Source: an optimization exercise on an open RTL-to-GDS flow (aim: small area). Production flows keep margins and buffers that such runs may drop. The RTL was checked by simulation tests, not by an equivalence proof against the original design. Power figures rest on the tool's default switching activity, not on a simulated workload.

--- flow/flow/run.sh ---
#!/bin/bash
# Layout flow: the standard flow (standard.sh) with two changes:
#  - synthesis runs flow/synth_area.tcl, which is synth_recipe.tcl with an
#    area-oriented logic mapping (same registers as the standard synthesis);
#  - the port buffers that placement inserts are sky130_fd_sc_hd__buf_1.
# The make output goes to flow_make.log; ORFS keeps each step's log under
# orfs/logs.
set -euo pipefail
HERE=$(pwd)
export AREA_ABC_SCRIPT=$HERE/flow/abc_area.script
export FLOW_SYNTH_TCL=$HERE/synth_recipe.tcl
export BUFFER_PORTS_ARGS="-buffer_cell sky130_fd_sc_hd__buf_1"
sed "s#SYNTH_SCRIPT=[^ ]*#SYNTH_SCRIPT=$HERE/flow/synth_area.tcl#" standard.sh > my_standard.sh
grep -q "SYNTH_SCRIPT=$HERE/flow/synth_area.tcl" my_standard.sh
bash my_standard.sh > flow_make.log 2>&1
--- flow/flow/abc_area.script ---
strash
&get -n
&st
&dch
&nf -R 1000 -p -C 32 -F 8
&st
&dch
&nf -R 1000 -p -C 32 -F 8
&put
--- flow/flow/synth_area.tcl ---
# The standard flow's synthesis (synth_recipe.tcl, unchanged) with two changes to how the
# logic is mapped; registers are mapped before either takes effect, so they
# are the same as in the standard synthesis:
#  - ABC maps the logic with an area-oriented script (flow/abc_area.script);
#  - adders are left to ABC instead of being extracted into fa/ha cells.
set ::env(ADDER_MAP_FILE) ""
proc abc {args} {
  set i [lsearch $args -script]
  if { $i >= 0 } {
    set args [lreplace $args [expr { $i + 1 }] [expr { $i + 1 }] $::env(AREA_ABC_SCRIPT)]
  }
  yosys abc {*}$args
}
source $::env(FLOW_SYNTH_TCL)
--- flow/standard.sh ---
#!/bin/bash
# synth_recipe.tcl (not shown) runs the flow's synth.tcl, then flattens the netlist and writes it again
# the make line also repeats each setting of config.mk as NAME=value (left out here)
make -C /OpenROAD-flow-scripts/flow DESIGN_CONFIG=/design/flow/config.mk WORK_HOME=/design/flow/orfs CLKGATE_MAP_FILE= SYNTH_SCRIPT=/design/flow/synth_recipe.tcl "${@:-finish}"
--- flow/config.mk ---
export PLATFORM = sky130hd
export DESIGN_NAME = sparmatic_core
export DESIGN_NICKNAME = sparmatic_core
export VERILOG_FILES = /design/flow/design.v
export SDC_FILE = /design/flow/constraint.sdc
export NUM_CORES = 4
export LEC_CHECK = 0
export CAP_MARGIN = 20
export CORE_MARGIN = 2
export CORE_UTILIZATION = 40
export CTS_BUF_LIST = sky130_fd_sc_hd__clkbuf_4
export GPL_TIMING_DRIVEN = 0
export PLACE_DENSITY = 0.6
export SLEW_MARGIN = 20
--- flow/constraint.sdc ---
create_clock -name core_clock -period 30.0 [get_ports {clk}]
set_input_delay 6.0000 -clock core_clock [delete_from_list [all_inputs] [get_ports {clk}]]
set_output_delay 6.0000 -clock core_clock [all_outputs]
set_load 0.01 [all_outputs]
--- flow/design.v ---
module sparmatic_core (
    input  wire         clk,
    input  wire         rst,           
    input  wire         tick_en,
    input  wire         cmd_valid,
    input  wire [31:0]  cmd,
    input  wire [6:0]   irq_in,
    input  wire         rf_missed,
    input  wire         sync_pending,
    input  wire         need_analog,
    input  wire         need_fastclk,
    input  wire [7:0]   nv_marker,
    input  wire [7:0]   nv_year,
    input  wire [7:0]   nv_month,
    input  wire [7:0]   nv_day,
    input  wire [7:0]   nv_hour,
    input  wire [7:0]   nv_min,
    input  wire [7:0]   nv_sec,
    input  wire [7:0]   nv_addr,
    input  wire [671:0] nv_tab,        
    output reg          resp_valid,
    output reg  [2:0]   resp_status,
    output reg  [31:0]  resp_data,
    output reg          ovf,
    output reg          sec_tick,
    output reg          wake,
    output reg          sleep_ok,
    output reg  [1:0]   sleep_mode,
    output reg          fatal
);
    localparam [7:0]   LAYOUT_MARKER = 8'h5A;
    localparam [23:0]  BAR_MF     = 24'h7E01C0;
    localparam [23:0]  BAR_ALL    = 24'h3FFF80;
    localparam [3:0] OP_NOP   = 4'h0, OP_TARM  = 4'h1, OP_TCLR  = 4'h2, OP_TSTAT = 4'h3,
                     OP_CSET  = 4'h4, OP_CGET  = 4'h5, OP_PSET  = 4'h6, OP_PGET  = 4'h7,
                     OP_PMODE = 4'h8, OP_PBAR  = 4'h9, OP_FTAKE = 4'hA, OP_FREAD = 4'hB,
                     OP_CFGW  = 4'hC, OP_CFGR  = 4'hD, OP_SREAD = 4'hE;
    localparam [2:0] ST_OK = 3'd0, ST_DAY_COMPLETE = 3'd1, ST_BOUNDS = 3'd2, ST_NOLOOKUP = 3'd3,
                     ST_ILLEGAL = 3'd4, ST_FATAL = 3'd5, ST_PROTECTED = 3'd6;
    function le11;
        input [10:0] a;
        input [10:0] b;
        integer k;
        reg r;
        begin
            r = 1'b1;
            for (k = 0; k < 11; k = k + 1)
                r = (~a[k] & b[k]) | (~a[k] & r) | (b[k] & r);
            le11 = r;
        end
    endfunction
    function lt11;
        input [10:0] a;
        input [10:0] b;
        integer k;
        reg r;
        begin
            r = 1'b0;
            for (k = 0; k < 11; k = k + 1)
                r = (~a[k] & b[k]) | (~a[k] & r) | (b[k] & r);
            lt11 = r;
        end
    endfunction
    function [4:0] mlen;
        input [3:0] m;
        input       lp;
        case (m)
            4'd4, 4'd6, 4'd9, 4'd11: mlen = 5'd30;
            4'd2:                    mlen = lp ? 5'd29 : 5'd28;
            default:                 mlen = 5'd31;
        endcase
    endfunction
    function [2:0] mres;
        input [3:0] m;
        input       lp;
        case (m)
            4'd1:  mres = 3'd4;
            4'd2:  mres = 3'd0;
            4'd3:  mres = lp ? 3'd1 : 3'd0;
            4'd4:  mres = lp ? 3'd4 : 3'd3;
            4'd5:  mres = lp ? 3'd6 : 3'd5;
            4'd6:  mres = lp ? 3'd2 : 3'd1;
            4'd7:  mres = lp ? 3'd4 : 3'd3;
            4'd8:  mres = lp ? 3'd0 : 3'd6;
            4'd9:  mres = lp ? 3'd3 : 3'd2;
            4'd10: mres = lp ? 3'd5 : 3'd4;
            4'd11: mres = lp ? 3'd1 : 3'd0;
            default: mres = lp ? 3'd3 : 3'd2;
        endcase
    endfunction
    function [2:0] yres;
        input [7:0] y;
        reg [3:0] a7;
        reg [2:0] am;
        reg [2:0] fa;
        reg [3:0] s;
        begin
            a7 = {1'b0, y[4:2]} + {1'b0, y[7:5]};                
            am = (a7 >= 4'd14) ? a7 - 4'd14 : (a7 >= 4'd7) ? a7 - 4'd7 : a7[2:0];
            case (am)                                            
                3'd0: fa = 3'd0; 3'd1: fa = 3'd5; 3'd2: fa = 3'd3; 3'd3: fa = 3'd1;
                3'd4: fa = 3'd6; 3'd5: fa = 3'd4; default: fa = 3'd2;
            endcase
            s = {1'b0, fa} + {2'b0, y[1:0]} + {3'b0, (y[1] | y[0])};    
            yres = (s >= 4'd7) ? s - 4'd7 : s[2:0];
        end
    endfunction
    function [2:0] mod7_6;
        input [5:0] x;
        reg [3:0] s;
        begin
            s = {1'b0, x[2:0]} + {1'b0, x[5:3]};                
            mod7_6 = (s >= 4'd14) ? 3'd0 : (s >= 4'd7) ? s - 4'd7 : s[2:0];
        end
    endfunction
    reg [7:0]   cnt;
    reg         done0;
    reg [3:1]   armed;
    reg [3:1]   done;
    reg [7:0]   dline [1:3];        
    reg [671:0] tab;
    reg [6:0]   flags;
    reg [7:0]   year;
    reg [3:0]   month;
    reg [4:0]   day;
    reg [4:0]   hour;
    reg [5:0]   minute;
    reg [5:0]   sec;
    reg [2:0]   dow;
    reg [4:0]   cfg_addr;
    reg [3:0]   cfg_skip;
    reg [3:0]   skip_cnt;
    reg         retry_pend;
    reg         ws_primary, ws_sync, ws_retry;
    reg [4:0]   ws_addr;             
    reg         fatal_r;
    wire        active = !rst && !fatal_r;
    wire        cmd_on = active && cmd_valid;
    wire [3:0]  op     = cmd[31:28];
    wire [1:0]  tid    = cmd[25:24];
    wire [15:0] tdelay = cmd[15:0];
    wire [2:0]  csel   = cmd[26:24];
    wire [7:0]  cvalue = cmd[7:0];
    wire [3:0]  pdow   = cmd[27:24];
    wire [4:0]  pidx   = cmd[23:19];
    wire        pmode  = cmd[12];
    wire [10:0] ptime  = cmd[10:0];
    wire        rsel   = cmd[24];
    wire [3:0]  gskip  = cmd[11:8];
    wire [4:0]  gaddr  = cmd[4:0];
    wire tdelay_ok = (tdelay[15:8] == 8'd0);
    wire tarm_ok = cmd_on && op == OP_TARM && tid != 2'd0 && tdelay_ok;
    wire tclr    = cmd_on && op == OP_TCLR;
    wire cset_ok = cmd_on && op == OP_CSET && csel <= 3'd5;
    wire pset_ok = cmd_on && op == OP_PSET && pdow <= 4'd8 && pidx[4:3] == 2'd0;
    wire ftake   = cmd_on && op == OP_FTAKE;
    wire cfgw_ok = cmd_on && op == OP_CFGW && gaddr != 5'd31;
    wire [3:1] touched;
    assign touched[1] = (tarm_ok || tclr) && tid == 2'd1;
    assign touched[2] = (tarm_ok || tclr) && tid == 2'd2;
    assign touched[3] = (tarm_ok || tclr) && tid == 2'd3;
    wire [7:0] cnt_next = cnt + {7'd0, tick_en};
    wire       e0       = tick_en && (cnt == 8'hFF);
    wire [3:1] live = armed & ~done;
    wire [7:0] inc_and;
    assign inc_and[0] = cnt[0];
    genvar gk;
    generate
        for (gk = 1; gk < 8; gk = gk + 1) begin : g_inc
            assign inc_and[gk] = inc_and[gk-1] & cnt[gk];
        end
    endgenerate
    wire [7:0] inc_mask = {inc_and[6:0], 1'b1};       
    wire [7:0] x1 = dline[1] ^ cnt;
    wire [7:0] x2 = dline[2] ^ cnt;
    wire [7:0] x3 = dline[3] ^ cnt;
    wire [3:1] e_raw;
    assign e_raw[1] = live[1] && (x1 == 8'd0 || (tick_en && x1 == inc_mask));
    assign e_raw[2] = live[2] && (x2 == 8'd0 || (tick_en && x2 == inc_mask));
    assign e_raw[3] = live[3] && (x3 == 8'd0 || (tick_en && x3 == inc_mask));
    wire [8:0] arm_sum = {cnt, tick_en} + {tdelay[7:0], tick_en};
    wire [7:0] arm_dl  = arm_sum[8:1];
    reg [7:0] t_year;
    reg [3:0] t_month;
    reg [4:0] t_day;
    reg [4:0] t_hour;
    reg [5:0] t_min;
    reg [5:0] t_sec;
    reg [2:0] t_dow;
    always @(*) begin
        t_year  = year;
        t_month = month;
        t_day   = day;
        t_hour  = hour;
        t_min   = minute;
        t_sec   = sec;
        t_dow   = dow;
        if (e0) begin
            if (sec != 6'd59) t_sec = sec + 6'd1;
            else begin
                t_sec = 6'd0;
                if (minute != 6'd59) t_min = minute + 6'd1;
                else begin
                    t_min = 6'd0;
                    if (hour != 5'd23) t_hour = hour + 5'd1;
                    else begin
                        t_hour = 5'd0;
                        t_dow  = (dow == 3'd6) ? 3'd0 : dow + 3'd1;
                        if (day != mlen(month, year[1:0] == 2'd0)) t_day = day + 5'd1;
                        else begin
                            t_day = 5'd1;
                            if (month != 4'd12) t_month = month + 4'd1;
                            else begin
                                t_month = 4'd1;
                                t_year  = year + 8'd1;
                            end
                        end
                    end
                end
            end
        end
    end
    reg [7:0] v_in_year, v_in_month, v_in_day, v_in_hour, v_in_min, v_in_sec;
    reg [7:0] v_year;
    reg [3:0] v_month;
    reg [4:0] v_day;
    reg [4:0] v_hour;
    reg [5:0] v_min;
    reg [5:0] v_sec;
    reg [2:0] v_dow;
    reg [4:0] v_mlen;
    reg       v_leap;
    always @(*) begin
        if (rst) begin
            v_in_year  = nv_year;
            v_in_month = nv_month;
            v_in_day   = nv_day;
            v_in_hour  = nv_hour;
            v_in_min   = nv_min;
            v_in_sec   = nv_sec;
        end else begin
            v_in_year  = (csel == 3'd0) ? cvalue : t_year;
            v_in_month = (csel == 3'd1) ? cvalue : {4'd0, t_month};
            v_in_day   = (csel == 3'd2) ? cvalue : {3'd0, t_day};
            v_in_hour  = (csel == 3'd3) ? cvalue : {3'd0, t_hour};
            v_in_min   = (csel == 3'd4) ? cvalue : {2'd0, t_min};
            v_in_sec   = (csel == 3'd5) ? cvalue : {2'd0, t_sec};
        end
        v_year = v_in_year;
        v_leap = (v_year[1:0] == 2'd0);
        if (v_in_month == 8'd0)      v_month = 4'd1;
        else if (lt11(11'd12, {3'd0, v_in_month})) v_month = 4'd12;
        else                         v_month = v_in_month[3:0];
        v_mlen = mlen(v_month, v_leap);
        if (v_in_day == 8'd0)                v_day = 5'd1;
        else if (lt11({6'd0, v_mlen}, {3'd0, v_in_day}))  v_day = v_mlen;
        else                                 v_day = v_in_day[4:0];
        v_hour = lt11(11'd23, {3'd0, v_in_hour}) ? 5'd23 : v_in_hour[4:0];
        v_min  = lt11(11'd59, {3'd0, v_in_min})  ? 6'd59 : v_in_min[5:0];
        v_sec  = lt11(11'd59, {3'd0, v_in_sec})  ? 6'd59 : v_in_sec[5:0];
        v_dow  = mod7_6({3'd0, yres(v_year)} + {3'd0, mres(v_month, v_leap)} + {1'b0, v_day});
    end
    wire       is_sync   = (t_sec == 6'd29) || (t_sec == 6'd59);
    wire       w_sync    = is_sync && (skip_cnt == 4'd0);
    wire       addr_on   = (cfg_addr != 5'd0);
    wire       w_primary = addr_on && (t_sec == {1'b0, cfg_addr});
    wire       w_retry   = addr_on && retry_pend && (t_sec >= 6'd31) && (t_sec <= 6'd58)
                           && (t_sec[0] == cfg_addr[0]);
    wire       w_qualify = addr_on && (w_primary || w_sync || w_retry);
    wire       wss_arm   = e0 && w_qualify && !touched[2];
    wire [7:0] wss_dl    = cnt_next + {1'b0, cfg_addr, 2'b00};
    wire       ws_qualify = ws_primary || ws_retry || (ws_sync && ws_addr != 5'd0);
    wire [3:1] e_live = e_raw & ~touched & ~{1'b0, wss_arm, 1'b0};
    wire       any = (flags != 7'd0);
    reg  [2:0] fsel;
    always @(*) begin
        casez (flags)
            7'b??????1: fsel = 3'd0;
            7'b?????10: fsel = 3'd1;
            7'b????100: fsel = 3'd2;
            7'b???1000: fsel = 3'd3;
            7'b??10000: fsel = 3'd4;
            7'b?100000: fsel = 3'd5;
            7'b1000000: fsel = 3'd6;
            default:    fsel = 3'd7;
        endcase
    end
    wire [6:0] low_or;
    assign low_or[0] = flags[0];
    generate
        for (gk = 1; gk < 7; gk = gk + 1) begin : g_low
            assign low_or[gk] = low_or[gk-1] | flags[gk];
        end
    endgenerate
    wire [6:0] low_mask  = flags & ~{low_or[5:0], 1'b0};
    wire [6:0] set_mask  = irq_in | {1'b0, e0, e_live[1], 2'b00, e_live[3], e_live[2]};
    wire [6:0] take_mask = ftake ? low_mask : 7'd0;
    wire       sleep_ok_c   = (flags == 7'd0) && !sync_pending;
    wire [1:0] sleep_mode_c = !sleep_ok_c ? 2'd0 : (need_analog || need_fastclk) ? 2'd1 : 2'd2;
    wire a1  = !lt11({3'd0, dline[1]}, {3'd0, cnt});
    wire a2  = !lt11({3'd0, dline[2]}, {3'd0, cnt});
    wire a3  = !lt11({3'd0, dline[3]}, {3'd0, cnt});
    wire b21 = lt11({3'd0, dline[2]}, {3'd0, dline[1]});
    wire b31 = lt11({3'd0, dline[3]}, {3'd0, dline[1]});
    wire b32 = lt11({3'd0, dline[3]}, {3'd0, dline[2]});
    wire l21 = (a2 == a1) ? b21 : a2;
    wire l31 = (a3 == a1) ? b31 : a3;
    wire l32 = (a3 == a2) ? b32 : a3;
    wire c10 = live[1] && a1;
    wire c20 = live[2] && a2;
    wire c30 = live[3] && a3;
    reg [8:0] next_rem;
    reg [1:0] next_id;
    reg [1:0] id12;
    reg [7:0] tsel;
    always @(*) begin
        id12 = c10 ? 2'd1 : 2'd0;
        if (live[2] && (c10 ? l21 : c20)) id12 = 2'd2;
        next_id = id12;
        case (id12)
            2'd0: if (c30) next_id = 2'd3;
            2'd1: if (live[3] && l31) next_id = 2'd3;
            default: if (live[3] && l32) next_id = 2'd3;
        endcase
        case (next_id)
            2'd0: tsel = 8'd0;
            2'd1: tsel = dline[1];
            2'd2: tsel = dline[2];
            default: tsel = dline[3];
        endcase
        next_rem = {next_id == 2'd0 && cnt == 8'd0, tsel - cnt};
    end
    integer    i;
    wire [2:0] rd_day   = pdow[2:0];
    wire       ptime_ok = !(ptime[10] & (ptime[9] | (ptime[8] & ptime[7] & (ptime[6] | ptime[5]))));
    reg  [95:0] day_row;
    reg  [7:0]  prev_ok;
    reg  [7:0]  prev_md;
    wire [55:0] ent_ok;
    wire [55:0] ent_md;
    genvar gi;
    generate
        for (gi = 0; gi < 56; gi = gi + 1) begin : g_ok
            assign ent_ok[gi] = !(tab[gi*12 + 10] & (tab[gi*12 + 9] |
                                  (tab[gi*12 + 8] & tab[gi*12 + 7] & (tab[gi*12 + 6] | tab[gi*12 + 5]))));
            assign ent_md[gi] = tab[gi*12 + 11];
        end
    endgenerate
    reg [6:0] dsel;
    always @(*) begin
        case (rd_day)
            3'd0: dsel = 7'b0000001;
            3'd1: dsel = 7'b0000010;
            3'd2: dsel = 7'b0000100;
            3'd3: dsel = 7'b0001000;
            3'd4: dsel = 7'b0010000;
            3'd5: dsel = 7'b0100000;
            default: dsel = 7'b1000000;
        endcase
        day_row = 96'd0;
        prev_ok = 8'd0;
        prev_md = 8'd0;
        for (i = 0; i < 7; i = i + 1) begin
            day_row = day_row | ({96{dsel[i]}} & tab[i*96 +: 96]);
            prev_ok = prev_ok | ({8{dsel[(i + 1) % 7]}} & ent_ok[i*8 +: 8]);
            prev_md = prev_md | ({8{dsel[(i + 1) % 7]}} & ent_md[i*8 +: 8]);
        end
    end
    reg       p_found;
    reg [2:0] p_idx;
    reg       p_mode;
    always @(*) begin
        p_found = 1'b0;
        p_idx   = 3'd0;
        p_mode  = 1'b0;
        for (i = 0; i < 8; i = i + 1)
            if (prev_ok[i]) begin
                p_found = 1'b1;
                p_idx   = i[2:0];
                p_mode  = prev_md[i];
            end
    end
    reg [11:0] slot_val;
    always @(*) begin
        slot_val = 12'd0;
        for (i = 0; i < 8; i = i + 1)
            slot_val = slot_val | ({12{pidx[2:0] == i}} & day_row[i*12 +: 12]);
    end
    reg       r_found;
    reg [2:0] r_idx;
    reg       r_mode;
    always @(*) begin
        r_found = 1'b0;
        r_idx   = 3'd0;
        r_mode  = 1'b0;
        for (i = 0; i < 8; i = i + 1)
            if (le11(day_row[i*12 +: 11], ptime)) begin
                r_found = 1'b1;
                r_idx   = i[2:0];
                r_mode  = day_row[i*12 + 11];
            end
    end
    wire [5:0] pmode_r = r_found ? {r_idx, 1'b0, 1'b0, r_mode} :
                         p_found ? {p_idx, 1'b0, 1'b1, p_mode} :
                                   {3'd0, 1'b1, 1'b1, 1'b0};
    reg [23:0] hour_bar;
    integer    h;
    always @(*) begin
        for (h = 0; h < 24; h = h + 1) begin
            hour_bar[h] = p_mode;
            for (i = 0; i < 8; i = i + 1)
                if (le11(day_row[i*12 +: 11], h * 60))
                    hour_bar[h] = day_row[i*12 + 11];
        end
    end
    always @(*) begin
        resp_valid  = 1'b0;
        resp_status = ST_OK;
        resp_data   = 32'd0;
        if (!rst && cmd_valid) begin
            resp_valid = 1'b1;
            if (fatal_r)
                resp_status = ST_FATAL;
            else case (op)
                OP_TARM:
                    if (tid == 2'd0)             resp_status = ST_PROTECTED;
                    else if (!tdelay_ok)         resp_status = ST_BOUNDS;
                OP_TSTAT:
                    case (tid)
                        2'd0: resp_data = {30'd1, done0};
                        2'd1: resp_data = {8'd0, dline[1], 14'd0, armed[1], done[1]};
                        2'd2: resp_data = {8'd0, dline[2], 14'd0, armed[2], done[2]};
                        default: resp_data = {8'd0, dline[3], 14'd0, armed[3], done[3]};
                    endcase
                OP_CSET:
                    if (csel > 3'd5)             resp_status = ST_ILLEGAL;
                OP_CGET:
                    if (!rsel)
                        resp_data = {year, 4'd0, month, 3'd0, day, 5'd0, dow};
                    else
                        resp_data = {11'd0, hour, 2'd0, minute, 2'd0, sec};
                OP_PSET:
                    if (pdow > 4'd8)                   resp_status = ST_BOUNDS;
                    else if (pidx == 5'd8)             resp_status = ST_DAY_COMPLETE;
                    else if (pidx > 5'd8)              resp_status = ST_BOUNDS;
                OP_PGET:
                    if (pdow > 4'd8)                   resp_status = ST_BOUNDS;
                    else if (pdow >= 4'd7)             resp_status = ST_NOLOOKUP;
                    else if (pidx >= 5'd8)             resp_status = ST_BOUNDS;
                    else resp_data = {19'd0, slot_val[11], 1'b0, slot_val[10:0]};
                OP_PMODE:
                    if (pdow > 4'd8)                   resp_status = ST_BOUNDS;
                    else if (pdow >= 4'd7)             resp_status = ST_NOLOOKUP;
                    else if (!ptime_ok)                resp_status = ST_BOUNDS;
                    else resp_data = {21'd0, pmode_r[5:3], 5'd0, pmode_r[2:0]};
                OP_PBAR:
                    if (pdow > 4'd8)                   resp_status = ST_BOUNDS;
                    else if (pdow == 4'd7)             resp_data = {8'd0, BAR_MF};
                    else if (pdow == 4'd8)             resp_data = {8'd0, BAR_ALL};
                    else                               resp_data = {8'd0, hour_bar};
                OP_FTAKE:
                    resp_data = {24'd0, any, 4'd0, fsel};
                OP_FREAD:
                    resp_data = {13'd0, sleep_mode_c, sleep_ok_c, 1'b0, fsel, 3'd0, any, 1'b0, flags};
                OP_CFGW:
                    if (gaddr == 5'd31)                resp_status = ST_BOUNDS;
                OP_CFGR:
                    if (!rsel)
                        resp_data = {11'd0, ws_qualify, ws_retry, ws_sync, ws_primary, retry_pend,
                                     skip_cnt, cfg_skip, 3'd0, cfg_addr};
                    else
                        resp_data = {25'd0, ws_addr, 2'd0};
                OP_SREAD:
                    if (!rsel)
                        resp_data = {24'd0, cnt};
                    else
                        resp_data = {15'd0, next_rem, 5'd0, 1'b1, next_id};
                4'hF:
                    resp_status = ST_ILLEGAL;
                default: ;    
            endcase
        end
    end
    always @(*) begin
        ovf        = active && e0;
        sec_tick   = active && e0;
        wake       = active && any;
        sleep_ok   = active && sleep_ok_c;
        sleep_mode = active ? sleep_mode_c : 2'd0;
        fatal      = rst ? (nv_marker != LAYOUT_MARKER) : fatal_r;
    end
    always @(posedge clk) begin
        if (rst)
            fatal_r <= (nv_marker != LAYOUT_MARKER);
    end
    always @(posedge clk) begin
        if (rst) begin
            cnt   <= 8'd0;
            done0 <= 1'b0;
        end else if (active) begin
            cnt <= cnt_next;
            if (e0)
                done0 <= 1'b1;
            else if (tclr && tid == 2'd0)
                done0 <= 1'b0;
        end
    end
    generate
        for (gi = 1; gi <= 3; gi = gi + 1) begin : g_timer
            always @(posedge clk) begin
                if (rst) begin
                    armed[gi] <= 1'b0;
                    done[gi]  <= 1'b0;
                    dline[gi] <= 8'd0;
                end else if (active) begin
                    if (tarm_ok && tid == gi) begin
                        armed[gi] <= 1'b1;
                        done[gi]  <= 1'b0;
                        dline[gi] <= arm_dl;
                    end else if (tclr && tid == gi) begin
                        armed[gi] <= 1'b0;
                        done[gi]  <= 1'b0;
                    end else if (gi == 2 && wss_arm) begin
                        armed[gi] <= 1'b1;
                        done[gi]  <= 1'b0;
                        dline[gi] <= wss_dl;
                    end else if (e_live[gi]) begin
                        done[gi]  <= 1'b1;
                    end
                end
            end
        end
    endgenerate
    wire [10:0] norm_start = ptime_ok ? ptime :
                             (ptime == 11'd2047) ? 11'd2047 : 11'd1439;
    wire [11:0] wdata = {pmode, norm_start};
    generate
        for (gi = 0; gi < 56; gi = gi + 1) begin : g_tab
            localparam integer GD = gi / 8;
            localparam integer GS = gi % 8;
            wire in_fanout = (pdow == GD) ||
                             (pdow == 4'd7 && GD <= 4) ||
                             (pdow == 4'd8);
            wire we   = pset_ok && in_fanout && pidx[2:0] == GS;
            wire hold = !rst && !we;
            always @(posedge clk)
                tab[gi*12 +: 12] <= ({12{rst}}  & nv_tab[gi*12 +: 12]) |
                                    ({12{we}}   & wdata) |
                                    ({12{hold}} & tab[gi*12 +: 12]);
        end
    endgenerate
    always @(posedge clk) begin
        if (rst)
            flags <= 7'd0;
        else if (active)
            flags <= (flags & ~take_mask) | set_mask;
    end
    always @(posedge clk) begin
        if (rst || cset_ok) begin
            year   <= v_year;
            month  <= v_month;
            day    <= v_day;
            hour   <= v_hour;
            minute <= v_min;
            sec    <= v_sec;
            dow    <= v_dow;
        end else if (active) begin
            year   <= t_year;
            month  <= t_month;
            day    <= t_day;
            hour   <= t_hour;
            minute <= t_min;
            sec    <= t_sec;
            dow    <= t_dow;
        end
    end
    always @(posedge clk) begin
        if (rst) begin
            cfg_addr   <= (nv_addr <= 8'd30) ? nv_addr[4:0] : 5'd0;
            cfg_skip   <= 4'd0;
            skip_cnt   <= 4'd0;
            retry_pend <= 1'b0;
            ws_primary <= 1'b0;
            ws_sync    <= 1'b0;
            ws_retry   <= 1'b0;
            ws_addr    <= 5'd0;
        end else if (active) begin
            retry_pend <= rf_missed || (retry_pend && !(e0 && w_qualify));
            if (e0) begin
                ws_primary <= w_primary;
                ws_sync    <= w_sync;
                ws_retry   <= w_retry;
                ws_addr    <= cfg_addr;
            end
            if (cfgw_ok) begin
                cfg_addr <= gaddr;
                cfg_skip <= gskip;
                skip_cnt <= 4'd0;
            end else if (e0 && is_sync) begin
                skip_cnt <= (skip_cnt == 4'd0) ? cfg_skip : skip_cnt - 4'd1;
            end
        end
    end
endmodule
==> impl_metrics.tcl, run 1 <==
set metrics [dict create \
    p_per_area_nw_per_um2 56.94 \
    synth_nets 6097 \
    p_switching_mw 1.165 \
    gp_congestion 1.037 \
    slew_violations 0 \
    end_kind "primary output" \
    min_path_cells 2 \
    synth_enable_flop_cells 42 \
    areaGrowthSynthToFinish_pct 23.49 \
    critPathMaxStageDelay_ns 0.77 \
    path_buf_inv 5 \
    io_pins 826 \
    power_frac_clock_pct 30.9 \
    yosys_warnings 2 \
    yosysTopAreaCell "dfxtp_1" \
    required_ns 24.00 \
    worstSetupPathType "in -> out" \
    cts_tree "yes" \
    postCtsHoldBufs 0 \
    synth_compound_area_share_pct 39.76 \
    start_util_pct 40.33 \
    hold_viol 0 \
    clock_skew_ns 0.07302 \
    synth_fa_ha_area_share_pct 0.4332 \
    fmax_mhz 48.33 \
    yosysMostFrequentCell "nor2_1" \
    synth.area.top_cells "dfxtp_1, a221o_1, nor2_1" \
    drt-pass1-iter-count 12 \
    relSlewSlack_pct 20.72 \
    r2r_cells 36 \
    synth_top_family_by_area "compound AO/OA/AOI/OAI gates" \
    path_max_fanout 21 \
    grt_setup_unrepaired "no" \
    drive_gt1_share_pct 7.915 \
    crit_family "compound AO/OA/AOI/OAI gates" \
    fin_util_pct 49.81 \
    htree_levels 4 \
    synth_mux_area_share_pct 0.4018 \
    ir_drop_uv 44.45 \
    cts_resized 0 \
    io_buffers 822 \
    insertion_delay_ns 1.22 \
    numCtsBuffers 206 \
    routed_wl_mm 247.8 \
    syn_inst 5314 \
    maxCapViolations 0 \
    drc_errors 0 \
    synth_common_cells "nor2_1, dfxtp_1, a221o_1" \
    clockBufferDepth 3 \
    grt_pass1_vias 50510 \
    grt_max_degree 59 \
    cp-start-kind "primary input" \
    met3_usage_pct 9.511 \
    synthSimpleGateAreaFrac_pct 20.06 \
    whs_ns 0.4544 \
    wl_per_cell_microns 30.59 \
    intPower_mw 1.922 \
    met2_usage_pct 64.13 \
    postCtsSetupRepairBufs 0 \
    async_reset_ff_share_pct 0 \
    tns_ns 0 \
    p_sw_share_pct 37.74 \
    min_period_over_period_pct 68.97 \
    finalNetCount 7235 \
    report.final.setup_viol 0 \
    ys_seq_area_share_pct 36.43 \
    synth_ff_type "dfxtp_1" \
    via_per_inst 6.906 \
    fp.dieW_microns 335.3 \
    comb_power_share_pct 29.5 \
    worstPathArrival_ns 14.69 \
    grt_pass1_wl_mm 350.1 \
    cp_slowest_cell "buf_1" \
    tightest_slew_ns 1.185 \
    final.fill_count 10970 \
    die_h_microns 335.3 \
    post-route-min-period_ns 20.69 \
    vias 55950 \
    cp.depth 26 \
    power.leakage_nw 20.05 \
    power.total_mw 3.087 \
    drt_iter0_markers 9232 \
    antenna_left 0 \
    min_path_type "reg -> reg" \
    synth_area_sq_um 43910 \
    track_usage_pct 41.66 \
    core_area_sq_um 108900 \
    synthXorXnorAreaFrac_pct 2.214 \
    avgSynthCellArea_sq_um 8.262 \
    dieArea_sq_um 112400 \
    clock-root-buffer "clkbuf_4" \
    antenna_found_initial 93 \
    pwr-share-seq_pct 39.6 \
    synth_cell_types 73 \
    fp-row-count 121 \
    ys_seq_elements 778 \
    met1_usage_pct 53.21 \
    synth_top_area_share_pct 33.56 \
    grt_busiest_layer "met2" \
    clk_pin_slew_worst_paths_ns 0.05 \
    cts.sinks 778 \
    status "timing/DRC/antenna clean" \
    grt.overflow.total 0 \
    hpwlAfterDp_mm 186.4 \
]
[sequential cells by signal, summed over array words and instances (netlist names), 4 cells and up]
register and count:
flags 7, month 4, day 5, ws_addr 5, year 8, cnt 8, skip_cnt 4, sec 6
hour 5, tab 672, cfg_skip 4, cfg_addr 5, minute 6, dline 24
[final cells by class]
type                            count  area (sq um)  share of cell area (%)
Antenna cell                       92         230.2                  0.4246
Buffer                              1         7.507                 0.01385
Clock buffer                      309          2320                   4.278
Clock inverter                     42         203.9                  0.3761
Inverter                           80         307.8                  0.5677
Multi-Input combinational cell   4455         27990                   51.63
Sequential cell                   778         16000                   29.50
Tap cell                         1414          1769                   3.263
Timing Repair Buffer              930          5393                   9.946
[worst register-to-register path, delay by kind of cell, from the launching register on]
family | cells | cell delay, ns
adder cells (fa/ha/maj) | 4 | 1.62
XOR/XNOR | 6 | 1.18
flip-flops | 1 | 0.79
AO/OA/AOI/OAI | 11 | 1.89
buffers and inverters | 2 | 0.55
AND/OR/NAND/NOR | 13 | 4.64
[metal layers]
layer,wire length (microns),vias to the layer above
li1,-,24090
met1,94650,27000
met2,109600,4102
met3,28040,731
met4,15320,28
met5,190,-
[through the flow]
| step | area (sq um) | setup slack, ns | std cells |
|---|---|---|---|
| after CTS | 53950 | 9.829 | 8009 |
| after floorplan | 43910 | 9.686 | 5314 |
| after global routing | 54200 | 9.181 | 8092 |
| after global placement | 48760 | -25.76 | 7550 |
| final | 54220 | 9.309 | 8101 |
| after detailed placement | 51420 | 9.804 | 7658 |
[cells by family after synthesis]
group           Yosys count
compound gates         2279
simple gates           2029
flops                   778
xor+xnor                111
buf+inv                  81
fa+ha+maj                19
mux                      17
[final timing paths]
check                start           end  slack [ns]
setup reg to reg    cnt[3]        dow[0]       19.03
hold reg to reg   tab[191]      tab[191]        0.45
hold / removal    tab[191]      tab[191]        0.45
setup / recovery   cmd[25]  resp_data[9]        9.31
[power groups by stage]
stage	clock network, mW	logic (mW)	registers (mW)
floorplan	0	0.520	1.21
global placement	0	0.924	1.24
detailed placement	0	0.874	1.24
CTS	0.954	0.877	1.22
global route	1.01	0.960	1.23
finish	0.954	0.911	1.22
[cell usage in the layout, fill, tap and decap left out, types with 50 or more instances in the layout]
cell | synthesis | routed
nor2_1 | 958 | 936
nand2_1 | 555 | 554
a22oi_1 | 272 | 272
clkinv_1 | 80 | 106
clkbuf_4 | 0 | 309
o21ai_0 | 352 | 351
dfxtp_1 | 736 | 736
buf_12 | 0 | 50
and3_1 | 80 | 80
a221o_1 | 617 | 617
o22ai_1 | 97 | 97
xnor2_1 | 75 | 75
nand3_1 | 104 | 104
buf_1 | 0 | 808
nor3_1 | 68 | 62
diode_2 | 0 | 92
a222oi_1 | 128 | 128
a21oi_1 | 339 | 304
o211a_1 | 56 | 56
a31oi_1 | 72 | 72
a32oi_1 | 56 | 55
==> run 2: changes to the inputs <==
--- a/flow/design.v
+++ b/flow/design.v
@@ -564,7 +564,7 @@
             minute <= v_min;
             sec    <= v_sec;
             dow    <= v_dow;
-        end else if (active) begin
+        end else begin
             year   <= t_year;
             month  <= t_month;
             day    <= t_day;
==> impl_metrics.tcl, run 2 <==
set metrics [dict create \
    status "timing/DRC/antenna clean" \
    tns_ns 0 \
    required_ns 24.00 \
    grt_setup_unrepaired "no" \
    gp_congestion 1.030 \
    synth_nets 6066 \
    avgSynthCellArea_sq_um 8.249 \
    die_h_microns 334.1 \
    core_area_sq_um 108400 \
    drc_errors 0 \
    cts_tree "yes" \
    insertion_delay_ns 1.24 \
    grt_pass1_vias 50730 \
    antenna_left 0 \
    relSlewSlack_pct 12.61 \
    min_path_type "reg -> reg" \
    antenna_found_initial 98 \
    reg_top3 "tab (672), dline (24)" \
    p_switching_mw 1.155 \
    clk_pin_slew_worst_paths_ns 0.06 \
    place_area_sq_um 51250 \
    end_kind "primary output" \
    fp.dieW_microns 334.1 \
    yosysTopAreaCell "dfxtp_1" \
    comb_power_share_pct 29.1 \
    dieArea_sq_um 111600 \
    p_per_area_nw_per_um2 57.14 \
    multiInputGateArea_sq_um 28040 \
    drive_gt1_share_pct 8.276 \
    clock_skew_ns 0.1119 \
    drt_iter0_markers 8626 \
    worstReg2RegStart "cnt[0]" \
    synth_area_sq_um 43580 \
    min_path_cells 2 \
    synth.area.top_cells "dfxtp_1, a221o_1, nor2_1" \
    syn_inst 5283 \
    p_sw_share_pct 37.34 \
    hp-start "tab[287]" \
    ir_drop_uv 67.00 \
    worstPathArrival_ns 15.60 \
    power.leakage_nw 20.17 \
    report.final.setup_viol 0 \
    met3_usage_pct 8.860 \
    regMostFlops "tab" \
    ff_latch_area_sq_um 15660 \
    numCtsBuffers 209 \
    grt_pass1_wl_mm 350.1 \
    track_usage_pct 41.79 \
    post-route-min-period_ns 21.60 \
    htree_levels 4 \
    clockBufferDepth 3 \
    routed_wl_mm 245.8 \
    cp-start-kind "primary input" \
    hold_viol 0 \
    maxCapViolations 0 \
    ys_seq_area_share_pct 35.92 \
    regToRegEndpoint "dow[2]" \
    intPower_mw 1.939 \
    synth_enable_flop_cells 8 \
    grt.overflow.total 0 \
    min_to "tab[287]" \
    ys_seq_elements 778 \
    synth_top_area_share_pct 35.37 \
    postCtsHoldBufs 0 \
    postCtsSetupRepairBufs 0 \
    min_period_over_period_pct 72.02 \
    pwr-share-seq_pct 39.4 \
    finalInstanceArea_sq_um 54140 \
    synth_common_cells "nor2_1, dfxtp_1, a221o_1" \
    largest_register_ffs 672 \
    r2r_setup_slack_ns 18.70 \
    wl_per_cell_microns 30.36 \
    async_reset_ff_share_pct 0 \
    clock-root-buffer "clkbuf_4" \
    grt_busiest_layer "met2" \
    final_common_cell "nor2_1" \
    vias 55600 \
    grt_max_degree 55 \
    hpwlAfterDp_mm 185.4 \
    cts.sinks 778 \
    synth_cell_types 68 \
    fp-row-count 121 \
    io_buffers 822 \
    final.fill_count 10770 \
    met2_usage_pct 64.56 \
    yosysMostFrequentCell "nor2_1" \
    yosys_warnings 2 \
    io_pins 826 \
    synth_ff_type "dfxtp_1" \
    via_per_inst 6.868 \
    finalNetCount 7223 \
    path_max_fanout 23 \
    worstSetupPathType "in -> out" \
    cts_resized 0 \
    r2r_cells 36 \
    areaGrowthSynthToFinish_pct 24.24 \
    drt-pass1-iter-count 10 \
    start_util_pct 40.20 \
    met1_usage_pct 52.57 \
    slew_violations 0 \
    final_cell_mix "nor2_1, buf_1, dfxtp_1" \
    power_frac_clock_pct 31.4 \
    tightest_slew_ns 1.294 \
    fmax_mhz 46.29 \
]
[run 2: cell types whose count changed after synthesis, moves of 9 or more]
cell / before / now
nor4_1: 23 / 14
a31oi_1: 72 / 84
o21ai_0: 352 / 321
nor2b_1: 28 / 40
edfxtp_1: 42 / 8
a21o_1: 9 / 21
nand2b_1: 27 / 45
o211ai_1: 25 / 14
and3_1: 80 / 99
nand4_1: 40 / 30
a21oi_1: 339 / 322
nand2_1: 555 / 511
dfxtp_1: 736 / 770
[run 2: stage by stage]
stage	std cells	power, mW	hold WS [ns]	setup WS (ns)	util (%)
finish	8095	3.094	0.4557	8.395	49.95
CTS	7997	3.059	0.4555	9.009	49.66
global route	8089	3.213	0.4778	8.444	49.93
floorplan	5283	1.731	0.4272	6.957	-
detailed placement	7641	2.101	0.4473	9.046	47.27
global placement	7519	2.151	0.4422	-26.17	44.68
[run 2: critical path, cell delays in order]
cell and delay (ns):
buf_1 0.86, nand2_1 0.79, nor2_4 0.83, buf_16 0.24
buf_16 0.19, buf_16 0.17, buf_12 0.19, a22oi_1 0.11
nand3_1 0.33, nor2_1 0.26, a31oi_1 0.19, o21ai_0 0.17
a211oi_1 0.62, a211oi_1 0.11, a31oi_1 0.63, o21ai_0 0.36
a32oi_2 0.66, clkinv_1 0.46, o21ai_0 0.27, a221oi_1 0.17
o311ai_0 0.74, o2111ai_1 0.34, a221oi_1 0.38, nor2_1 0.16
nor2_1 0.12, buf_1 0.16
[run 2: worst max path at each step]
stage,end,slack [ns],cells after the start,from
floorplan,resp_data[17],6.96,19,cmd[24]
detailed placement,resp_data[8],9.05,28,cmd[24]
finish,resp_data[23],8.40,26,cmd[24]
CTS,resp_data[8],9.01,28,cmd[24]
global placement,resp_data[10],-26.17,7,rst
global route,resp_data[8],8.44,28,cmd[24]
[run 2: routing by layer]
| layer | wire length, microns | vias up |
|---|---|---|
| met2 | 108800 | 3967 |
| met1 | 92840 | 26710 |
| met5 | 180 | - |
| met3 | 26410 | 817 |
| met4 | 17560 | 22 |
| li1 | - | 24080 |
[run 2: kinds of logic (layout without fill, tap and decap cells)]
| logic type | after synthesis | after routing | share of synthesized area (%) |
|---|---|---|---|
| xor+xnor | 112 | 112 | 2.251 |
| simple gates | 2017 | 2017 | 20.33 |
| other cells | 0 | 96 | 0 |
| compound gates | 2265 | 2265 | 40.08 |
| flops | 778 | 778 | 35.92 |
| buf+inv | 80 | 1382 | 0.6977 |
| fa+ha+maj | 26 | 26 | 0.5972 |
| mux | 5 | 5 | 0.1149 |
[run 2: power groups by stage]
stage               registers (mW)  logic (mW)  clock network (mW)
finish                        1.22       0.902               0.973
global placement              1.24       0.915                   0
global route                  1.23       0.954                1.03
detailed placement            1.23       0.866                   0
CTS                           1.21       0.871               0.975
floorplan                     1.20       0.527                   0
[run 2: area by class of cell]
type | count | share of cell area (%)
clock buffer | 310 | 4.298
buffer | 1 | 0.01387
antenna | 96 | 0.4437
sequential | 778 | 28.92
timing repair buffer | 946 | 10.23
multi-input combinational | 4425 | 51.80
clock inverter | 46 | 0.4761
tap | 1414 | 3.268
inverter | 79 | 0.5593
==> run 3: changes to the inputs <==
==> flow/flow/run.sh (replaced) <==
#!/bin/bash
# Layout flow: the standard flow (standard.sh) with these changes:
#  - synthesis runs flow/synth_area.tcl, which is synth_recipe.tcl with an
#    area-oriented logic mapping (same registers as the standard synthesis);
#  - the port buffers that placement inserts are sky130_fd_sc_hd__buf_1;
#  - clock tree synthesis uses sky130_fd_sc_hd__clkbuf_4 and adds no dummy
#    loads.
# The make output goes to flow_make.log; ORFS keeps each step's log under
# orfs/logs.
set -euo pipefail
HERE=$(pwd)
export AREA_ABC_SCRIPT=$HERE/flow/abc_area.script
export FLOW_SYNTH_TCL=$HERE/synth_recipe.tcl
export BUFFER_PORTS_ARGS="-buffer_cell sky130_fd_sc_hd__buf_1"
export CTS_ARGS="-sink_clustering_enable -repair_clock_nets -buf_list sky130_fd_sc_hd__clkbuf_4 -dont_use_dummy_load"
sed "s#SYNTH_SCRIPT=[^ ]*#SYNTH_SCRIPT=$HERE/flow/synth_area.tcl#" standard.sh > my_standard.sh
grep -q "SYNTH_SCRIPT=$HERE/flow/synth_area.tcl" my_standard.sh
bash my_standard.sh > flow_make.log 2>&1
--- a/flow/config.mk
+++ b/flow/config.mk
@@ -5,10 +5,10 @@
 export SDC_FILE = /design/flow/constraint.sdc
 export NUM_CORES = 4
 export LEC_CHECK = 0
-export CAP_MARGIN = 20
+export CAP_MARGIN = 10
 export CORE_MARGIN = 2
 export CORE_UTILIZATION = 40
 export CTS_BUF_LIST = sky130_fd_sc_hd__clkbuf_4
 export GPL_TIMING_DRIVEN = 0
 export PLACE_DENSITY = 0.6
-export SLEW_MARGIN = 20
+export SLEW_MARGIN = 10
==> impl_metrics.tcl, run 3 <==
set metrics [dict create \
    drt-pass1-iter-count 11 \
    grt_max_degree 58 \
    ys_seq_elements 778 \
    fp.dieW_microns 334.1 \
    regMostFlops "tab" \
    drive_gt1_share_pct 6.053 \
    power_frac_clock_pct 26.0 \
    via_per_inst 6.965 \
    clk_pin_slew_worst_paths_ns 0.06 \
    worstSetupPathType "in -> out" \
    end_kind "primary output" \
    pwr-share-seq_pct 42.7 \
    grt.overflow.total 0 \
    worstPathArrival_ns 15.41 \
    post-route-min-period_ns 21.41 \
    place_area_sq_um 50770 \
    final_common_cell "nor2_1" \
    final_cell_mix "nor2_1, buf_1, dfxtp_1" \
    fin_util_pct 48.57 \
    core_area_sq_um 108400 \
    synth_common_cells "nor2_1, dfxtp_1, a221o_1" \
    yosys_warnings 2 \
    report.final.setup_viol 0 \
    synth_ff_type "dfxtp_1" \
    met2WireLength_mm 108.7 \
    finalInstanceArea_sq_um 52650 \
    synth_cell_types 68 \
    vias 55300 \
    drc_errors 0 \
    cts_tree "yes" \
    grt_setup_unrepaired "no" \
    intPower_mw 1.771 \
    whs_ns 0.4541 \
    tightest_slew_ns 1.304 \
    p_per_area_nw_per_um2 54.24 \
    multiInputGateArea_sq_um 27940 \
    maxCapViolations 0 \
    fp-row-count 121 \
    ys_seq_area_share_pct 35.92 \
    ir_drop_uv 59.30 \
    dieArea_sq_um 111600 \
    io_buffers 822 \
    largest_register_ffs 672 \
    hold_viol 0 \
    fmax_mhz 46.71 \
    die_h_microns 334.1 \
    grt_pass1_wl_mm 346.5 \
    status "timing/DRC/antenna clean" \
    synth.area.top_cells "dfxtp_1, a221o_1, nor2_1" \
    clock_skew_ns 0.1024 \
    htree_levels 4 \
    syn_inst 5283 \
    clockBufferDepth 3 \
    synth_nets 6066 \
    top_layer "met5" \
    synth_area_sq_um 43580 \
    wl_met1_mm 92.77 \
    final.fill_count 10770 \
    clock-root-buffer "clkbuf_4" \
    gp_congestion 1.030 \
    slew_violations 0 \
    min_path_type "reg -> reg" \
    io_pins 826 \
    areaGrowthSynthToFinish_pct 20.82 \
    relSlewSlack_pct 12.76 \
    power.leakage_nw 19.40 \
    avgSynthCellArea_sq_um 8.249 \
    cts.sinks 778 \
    start_util_pct 40.20 \
    ff_latch_area_sq_um 15660 \
    comb_power_share_pct 31.3 \
    cts_resized 0 \
    reg_top3 "tab (672), dline (24)" \
    min_period_over_period_pct 71.36 \
    tns_ns 0 \
    wl_per_cell_microns 30.77 \
    hpwlAfterDp_mm 184.3 \
    postCtsSetupRepairBufs 0 \
    routed_wl_mm 244.3 \
    numCtsBuffers 211 \
    postCtsHoldBufs 0 \
    track_usage_pct 41.46 \
    path_max_fanout 27 \
    finalNetCount 7212 \
    insertion_delay_ns 1.14 \
    synth_top_area_share_pct 35.37 \
    p_switching_mw 1.085 \
    antenna_found_initial 100 \
    cp-start-kind "primary input" \
    met3RoutedLength_mm 26.57 \
    grt_pass1_vias 49860 \
    yosysTopAreaCell "dfxtp_1" \
    antenna_left 0 \
    drt_iter0_markers 8869 \
    required_ns 24.00 \
    yosysMostFrequentCell "nor2_1" \
    p_sw_share_pct 37.98 \
    synth_enable_flop_cells 8 \
    async_reset_ff_share_pct 0 \
]
[run 3: cell counts after synthesis]
No cell type changed its count.
[run 3: worst max-delay path, cell delays in order]
cell	delay, ns
buf_1	0.81
nand2_1	0.75
nor2_4	0.95
buf_12	0.30
buf_12	0.23
a22oi_1	0.12
nand3_1	0.36
nor2_1	0.29
a31oi_1	0.19
o21ai_0	0.14
a211oi_1	0.62
a211oi_1	0.10
a31oi_1	0.62
o21ai_0	0.35
a32oi_2	0.69
clkinv_1	0.50
o21ai_0	0.28
a221oi_1	0.18
o311ai_0	0.70
o2111ai_1	0.34
a221oi_1	0.35
nor2_1	0.15
nor2_1	0.11
buf_1	0.16
[run 3: layout make-up]
cell class | instances | share of cell area, %
Inverter | 79 | 0.5679
Tap cell | 1414 | 3.360
Clock buffer | 211 | 3.008
Timing Repair Buffer | 933 | 9.779
Antenna cell | 99 | 0.4705
Sequential cell | 778 | 29.73
Multi-Input combinational cell | 4425 | 53.07
Buffer | 1 | 0.01426
[run 3: worst paths after layout]
path,start,to,slack (ns),depth (start not counted)
setup / recovery,cmd[24],resp_data[23],8.59,24
setup reg to reg,cnt[0],dow[2],18.35,36
hold reg to reg,tab[287],tab[287],0.45,2
hold / removal,tab[287],tab[287],0.45,2
[run 3: power groups by stage]
stage,sequential (mW),combinational (mW),clock (mW)
3_3_place_gp,1.24,0.915,0
3_5_place_dp,1.23,0.861,0
2_1_floorplan,1.20,0.527,0
6_report,1.22,0.894,0.741
4_1_cts,1.21,0.865,0.743
5_1_grt,1.23,0.949,0.797
[run 3: cell families after synthesis]
kind of cell,Yosys count,share of synthesized area (%)
muxes,5,0.1149
xor gates and xnor gates,112,2.251
DFF,778,35.92
adders and majority gates,26,0.5972
buffers and inverters,80,0.6977
AOI/OAI and AO/OA,2265,40.08
and+or+nand+nor,2017,20.33
[run 3: per-stage QoR]
step           power [mW]  setup WS [ns]  std cells
6_report            2.856          8.592       7940
5_1_grt             2.971          8.588       7935
4_1_cts             2.822          9.041       7837
3_5_place_dp        2.095          9.041       7626
3_3_place_gp        2.151         -26.17       7519
2_1_floorplan       1.731          6.957       5283
[run 3: per-layer routing]
| layer | up-vias | track usage [%] |
|---|---|---|
| li1 | 23890 | - |
| met1 | 26560 | 52.69 |
| met2 | 4084 | 63.76 |
| met3 | 749 | 8.767 |
| met4 | 24 | 26.49 |
| met5 | - | 0 |
==> run 4: changes to the inputs <==
==> flow/flow/run.sh (replaced) <==
#!/bin/bash
# Layout flow: the standard flow (standard.sh) with these changes:
#  - synthesis runs flow/synth_area.tcl, which is synth_recipe.tcl with an
#    area-oriented logic mapping (same registers as the standard synthesis);
#  - the port buffers that placement inserts are sky130_fd_sc_hd__buf_1;
#  - clock tree synthesis uses sky130_fd_sc_hd__clkbuf_4 in clusters of at
#    most 8 sinks within 35 um, and adds no dummy loads.
# The make output goes to flow_make.log; ORFS keeps each step's log under
# orfs/logs.
set -euo pipefail
HERE=$(pwd)
export AREA_ABC_SCRIPT=$HERE/flow/abc_area.script
export FLOW_SYNTH_TCL=$HERE/synth_recipe.tcl
export BUFFER_PORTS_ARGS="-buffer_cell sky130_fd_sc_hd__buf_1"
export CTS_ARGS="-sink_clustering_enable -repair_clock_nets -buf_list sky130_fd_sc_hd__clkbuf_4 -dont_use_dummy_load -sink_clustering_size 8 -sink_clustering_max_diameter 35"
sed "s#SYNTH_SCRIPT=[^ ]*#SYNTH_SCRIPT=$HERE/flow/synth_area.tcl#" standard.sh > my_standard.sh
grep -q "SYNTH_SCRIPT=$HERE/flow/synth_area.tcl" my_standard.sh
bash my_standard.sh > flow_make.log 2>&1
==> flow/flow/abc_area.script (replaced) <==
strash
&get -n
&st
&dch
&nf -R 1000 -p -C 32 -F 8 -E 50
&st
&dch
&nf -R 1000 -p -C 32 -F 8 -E 50
&put
==> impl_metrics.tcl, run 4 <==
set metrics [dict create \
    fp.dieW_microns 332.2 \
    regMostFlops "tab" \
    die_h_microns 332.2 \
    clk_pin_slew_worst_paths_ns 0.05 \
    antenna_left 0 \
    slew_violations 0 \
    p_switching_mw 1.095 \
    largest_register_ffs 672 \
    fp-row-count 120 \
    synth_compound_area_share_pct 42.59 \
    min_path_type "reg -> reg" \
    io_buffers 822 \
    grt.overflow.total 0 \
    grt_pass1_wl_mm 349.8 \
    grt_setup_unrepaired "no" \
    htree_levels 4 \
    path_max_fanout 24 \
    synth_area_sq_um 43100 \
    post-route-min-period_ns 20.89 \
    status "timing/DRC/antenna clean" \
    required_ns 24.00 \
    core_area_sq_um 106900 \
    synthXorXnorAreaFrac_pct 2.297 \
    worstPathArrival_ns 14.89 \
    report.final.setup_viol 0 \
    clockBufferDepth 3 \
    insertion_delay_ns 1.16 \
    power.total_mw 2.788 \
    yosys_warnings 2 \
    relSlewSlack_pct 9.013 \
    comb_power_share_pct 33.3 \
    synth_cell_types 68 \
    syn_inst 5253 \
    hold_viol 0 \
    gp_congestion 1.042 \
    reg_top3 "tab (672), dline (24)" \
    start_util_pct 40.31 \
    cts_tree "yes" \
    cts.sinks 778 \
    intPower_mw 1.693 \
    synth_top_area_share_pct 35.77 \
    yosysTopAreaCell "dfxtp_1" \
    end_kind "primary output" \
    drive_gt1_share_pct 5.257 \
    grt_pass1_vias 49730 \
    synth_mux_area_share_pct 0.1684 \
    vias 54830 \
    drt-pass1-iter-count 14 \
    fmax_mhz 47.87 \
    wl_per_cell_microns 31.59 \
    synthSimpleGateAreaFrac_pct 17.43 \
    via_per_inst 7.014 \
    final_common_cell "buf_1" \
    track_usage_pct 42.37 \
    tns_ns 0 \
    drt_iter0_markers 8979 \
    pwr-share-seq_pct 43.6 \
    final_cell_mix "buf_1, dfxtp_1, nor2_1" \
    p_sw_share_pct 39.26 \
    p_per_area_nw_per_um2 54.07 \
    drc_errors 0 \
    whs_ns 0.4626 \
    clock-root-buffer "clkbuf_4" \
    synth_top_family_by_area "compound AO/OA/AOI/OAI gates" \
    ys_seq_elements 778 \
    finalNetCount 7119 \
    ir_drop_uv 50.02 \
    avgSynthCellArea_sq_um 8.204 \
    power.leakage_nw 18.25 \
    antenna_found_initial 86 \
    cp-start-kind "primary input" \
    synth_enable_flop_cells 8 \
    clock_skew_ns 0.1087 \
    synth_common_cells "dfxtp_1, nor2_1, o21ai_0" \
    yosysMostFrequentCell "dfxtp_1" \
    ys_seq_area_share_pct 36.33 \
    synth_ff_type "dfxtp_1" \
    synth.area.top_cells "dfxtp_1, a22oi_1, a221o_1" \
    min_period_over_period_pct 69.64 \
    synth_fa_ha_area_share_pct 0.3019 \
    tightest_slew_ns 1.365 \
    hpwlAfterDp_mm 184.7 \
    postCtsHoldBufs 0 \
    routed_wl_mm 246.9 \
    async_reset_ff_share_pct 0 \
    synth_nets 6036 \
    postCtsSetupRepairBufs 0 \
    dieArea_sq_um 110400 \
    worstSetupPathType "in -> out" \
    numCtsBuffers 156 \
    power_frac_clock_pct 23.1 \
    maxCapViolations 0 \
    cts_resized 0 \
    grt_max_degree 66 \
    io_pins 826 \
    areaGrowthSynthToFinish_pct 19.65 \
]
-- run 4: changes by cell type after synthesis, sizes merged, moves of 32 or more --
cell,change
a32oi,-45
nand2,-89
o21ai,+328
o22ai,-34
o211ai,+32
and3,-35
a221o,-226
nor2,-258
a22oi,+256
-- run 4: worst paths after layout --
path | from | end | slack [ns] | cells after the start
setup / recovery | cmd[24] | resp_data[22] | 9.11 | 28
setup reg to reg | cnt[2] | dow[1] | 19.06 | 35
hold / removal | armed[3] | armed[3] | 0.46 | 2
hold reg to reg | armed[3] | armed[3] | 0.46 | 2
-- run 4: layer usage --
| layer | vias up | share of wire, % | track usage [%] |
|---|---|---|---|
| met5 | - | 0.056 | 0 |
| met4 | 22 | 6.6 | 26.92 |
| met3 | 766 | 11 | 9.441 |
| met2 | 4071 | 43 | 63.59 |
| met1 | 26330 | 39 | 54.88 |
| li1 | 23640 | - | - |
-- run 4: cells by family (layout without fill, tap and decap cells) --
logic type	count (synthesis)	count (layout)
mux	7	7
flops	778	778
compound gates	2573	2573
other cells	0	80
simple gates	1669	1669
xor+xnor	113	113
buf+inv	100	1181
fa+ha+maj	13	13
-- run 4: power by group through the flow --
stage	Sequential, mW	Clock [mW]	Combinational (mW)
3_5_place_dp	1.23	0	0.886
5_1_grt	1.22	0.685	0.979
3_3_place_gp	1.23	0	0.931
4_1_cts	1.21	0.641	0.891
6_report	1.22	0.643	0.928
2_1_floorplan	1.20	0	0.538
-- run 4: per-stage QoR --
step | util (%) | std cells | setup WS, ns | cell area, sq um
final | 48.23 | 7817 | 9.109 | 51560
after global routing | 48.22 | 7811 | 8.914 | 51550
after CTS | 48.00 | 7735 | 9.618 | 51320
after detailed placement | 46.91 | 7579 | 9.645 | 50150
after global placement | 44.84 | 7478 | -27.64 | 47940
after floorplan | - | 5253 | 6.891 | 43100
-- run 4: layout make-up --
class                           instances  area, sq um
Fill cell                           10810        55340
Multi-Input combinational cell       4375        27420
Sequential cell                       778        15660
Timing Repair Buffer                  925         4975
Tap cell                             1403         1755
Clock buffer                          156         1171
Inverter                               99        379.1
Antenna cell                           80        200.2
Buffer                                  1        7.507
-- run 4: critical path, stage by stage --
cell and delay, ns:
buf_1 0.88, clkinv_1 0.83, nand2_1 0.41, nor2_4 0.15, buf_12 0.28, buf_12 0.18, a222oi_1 0.31, nand3_1 0.45
a41o_1 0.41, a21oi_1 0.17, o22ai_1 0.22, nand2_1 0.14, nand3_1 0.13, a32oi_2 0.37, buf_6 0.24, clkinv_1 0.26
or3_1 0.43, a311oi_1 0.28, a21oi_1 0.13, nor3_1 0.42, nor3_1 0.12, a21oi_1 0.16, a22o_1 0.18, a21oi_1 0.08
a222oi_1 0.68, o21ai_0 0.30, a21oi_1 0.40, buf_1 0.20
==> run 5: changes to the inputs <==
--- a/flow/config.mk
+++ b/flow/config.mk
@@ -7,8 +7,8 @@
 export LEC_CHECK = 0
 export CAP_MARGIN = 10
 export CORE_MARGIN = 2
-export CORE_UTILIZATION = 40
+export CORE_UTILIZATION = 45
 export CTS_BUF_LIST = sky130_fd_sc_hd__clkbuf_4
 export GPL_TIMING_DRIVEN = 0
-export PLACE_DENSITY = 0.6
+export PLACE_DENSITY = 0.65
 export SLEW_MARGIN = 10
==> impl_metrics.tcl, run 5 <==
set metrics [dict create \
    post-route-min-period_ns 21.28 \
    end_kind "primary output" \
    min_period_over_period_pct 70.92 \
    ir_drop_uv 57.94 \
    r2r_cells 36 \
    maxCapViolations 0 \
    ys_seq_area_share_pct 36.33 \
    hold_viol 0 \
    synth_top_area_share_pct 35.77 \
    antenna_left 0 \
    die_h_microns 313.5 \
    drc_errors 0 \
    grt_pass1_vias 49750 \
    grt_max_degree 66 \
    syn_inst 5253 \
    grt_pass1_wl_mm 342.3 \
    r2r_setup_slack_ns 18.60 \
    dieArea_sq_um 98260 \
    startpoint "cmd[24]" \
    yosysTopAreaCell "dfxtp_1" \
    synth_enable_flop_cells 8 \
    numCtsBuffers 146 \
    yosysMostFrequentCell "dfxtp_1" \
    cts_resized 0 \
    postCtsHoldBufs 0 \
    regToRegEndpoint "dow[1]" \
    worstPathArrival_ns 15.28 \
    final_cell_mix "buf_1, dfxtp_1, nor2_1" \
    synth_cell_types 68 \
    postCtsSetupRepairBufs 0 \
    synth_common_cells "dfxtp_1, nor2_1, o21ai_0" \
    fp-row-count 113 \
    tightest_slew_ns 1.375 \
    endpoint "resp_data[22]" \
    antenna_found_initial 63 \
    clock-root-buffer "clkbuf_4" \
    grt.overflow.total 0 \
    ys_seq_elements 778 \
    synth_ff_type "dfxtp_1" \
    cts_tree "yes" \
    p_per_area_nw_per_um2 54.06 \
    fp.dieW_microns 313.5 \
    vias 55270 \
    avgSynthCellArea_sq_um 8.204 \
    synth.area.top_cells "dfxtp_1, a22oi_1, a221o_1" \
    insertion_delay_ns 1.17 \
    routed_wl_mm 241.2 \
    power.leakage_nw 18.19 \
    areaGrowthSynthToFinish_pct 18.97 \
    relSlewSlack_pct 8.364 \
    drive_gt1_share_pct 5.014 \
    hpwlAfterDp_mm 177.7 \
    path_max_fanout 25 \
    async_reset_ff_share_pct 0 \
    htree_levels 4 \
    track_usage_pct 46.47 \
    synth_area_sq_um 43100 \
    cp-start-kind "primary input" \
    cts.sinks 778 \
    core_area_sq_um 95010 \
    reg_top3 "tab (672), dline (24)" \
    fmax_mhz 47.00 \
    gp_congestion 1.086 \
    io_pins 826 \
    wl_per_cell_microns 31.46 \
    final_common_cell "buf_1" \
    drt-pass1-iter-count 11 \
    drt_iter0_markers 10920 \
    dp_slack_ns 9.422 \
    regMostFlops "tab" \
    worstSetupPathType "in -> out" \
    tns_ns 0 \
    clock_skew_ns 0.1190 \
    fin_ws_ns 8.724 \
    start_util_pct 45.36 \
    worstReg2RegStart "cnt[2]" \
    yosys_warnings 2 \
    grt_setup_unrepaired "no" \
    slew_violations 0 \
    report.final.setup_viol 0 \
    synth_nets 6036 \
    status "timing/DRC/antenna clean" \
    largest_register_ffs 672 \
    via_per_inst 7.211 \
    clk_pin_slew_worst_paths_ns 0.09 \
    required_ns 24.00 \
    min_path_type "reg -> reg" \
    io_buffers 822 \
    finalNetCount 7107 \
    clockBufferDepth 3 \
]
## run 5: through the flow
stage	hold WS [ns]	instances	power, mW	instance area (sq um)	utilization (%)
6_report	0.4732	7665	2.772	51270	53.96
5_1_grt	0.4962	7646	2.861	51220	53.91
4_1_cts	0.4691	7584	2.712	51020	53.70
3_5_place_dp	0.4583	7438	2.114	49920	52.54
3_3_place_gp	0.4491	7340	2.155	47760	50.27
2_1_floorplan	0.4308	5253	1.741	43100	-
## run 5: logic make-up after synthesis
| group | Yosys count | share of synthesized area [%] |
|---|---|---|
| AO/OA/AOI/OAI | 2573 | 42.59 |
| AND/OR/NAND/NOR | 1669 | 17.43 |
| flip-flops | 778 | 36.33 |
| XOR/XNOR | 113 | 2.297 |
| buffers and inverters | 100 | 0.8797 |
| adder cells (fa/ha/maj) | 13 | 0.3019 |
| multiplexers | 7 | 0.1684 |
## run 5: report_power, final
| group | internal [mW] | switching [mW] |
|---|---|---|
| Combinational | 0.324 | 0.607 |
| Sequential | 1.13 | 0.0845 |
| Clock | 0.222 | 0.402 |
| Total | 1.68 | 1.09 |
## run 5: layout make-up
class | instances | area, sq um
antenna | 78 | 195.2
sequential | 778 | 15660
tap | 1265 | 1583
buffer | 1 | 7.507
inverter | 99 | 379.1
fill | 9467 | 43740
clock buffer | 146 | 1096
timing repair buffer | 923 | 4952
multi-input combinational | 4375 | 27400
## run 5: how the worst min path moves through the flow
stage | cells past startpoint | to | from | slack, ns
2_1_floorplan | 2 | armed[3] | armed[3] | 0.43
3_3_place_gp | 2 | armed[3] | armed[3] | 0.45
3_5_place_dp | 2 | armed[3] | armed[3] | 0.46
4_1_cts | 2 | armed[3] | armed[3] | 0.47
5_1_grt | 2 | ws_addr[3] | ws_addr[3] | 0.50
6_report | 2 | armed[3] | armed[3] | 0.47
## run 5: metal layers
layer	routed length, microns	vias to the layer above	global-route usage (%)
met5	81	-	0
met4	18010	12	29.97
met3	31180	930	11.91
met2	102300	4555	69.07
met1	89600	26170	59.77
li1	-	23610	-
## run 5: critical path, cell delays in order
cell and delay [ns]:
buf_1 0.89, nand2_1 0.83, nor2_4 0.80, buf_16 0.26, buf_12 0.20, a22oi_1 0.12, nand3_1 0.50, a21oi_1 0.27
a41o_1 0.36, a21oi_1 0.20, o22ai_1 0.21, nand2_1 0.13, nand3_1 0.10, a32oi_2 0.42, buf_6 0.26, clkinv_1 0.26
or3_1 0.43, a311oi_1 0.26, a21oi_1 0.17, nor3_1 0.42, nor3_1 0.12, a21oi_1 0.16, a22o_1 0.18, a21oi_1 0.08
a222oi_1 0.71, o21ai_0 0.27, a21oi_1 0.38, buf_1 0.19

-- afterwards: timing with drivers on the ports --
In the flow no input, the clock included, has a driving cell. The finished layouts below were timed again as built, in two steps.
Step 1, drivers: a clkbuf_16 drives clk and a buf_2 each remaining input, both assumed.
Step 2 times the ports against the registers' clock, not the clock port: input delays grow and output delays shrink by t, the midpoint of the rising clock arrivals with the driver on.
a / b / c = ideal ports / drivers / drivers and shift; a / b = the first two.
run | shift t [ns] | setup WS [ns] | slew at the worst register clock pin (ns) | pins driven straight from the clock port
run 1 | 1.272 | 9.309 / 9.275 / 9.275 | 0.08 / 0.08 | 1
run 2 | 1.268 | 8.395 / 8.365 / 8.365 | 0.08 / 0.08 | 1
run 3 | 1.200 | 8.592 / 8.560 / 8.560 | 0.07 / 0.07 | 1
run 4 | 1.196 | 9.109 / 9.075 / 9.075 | 0.10 / 0.10 | 1
run 5 | 1.185 | 8.724 / 8.692 / 8.692 | 0.11 / 0.11 | 1
After both steps setup and hold are still met in every run listed.
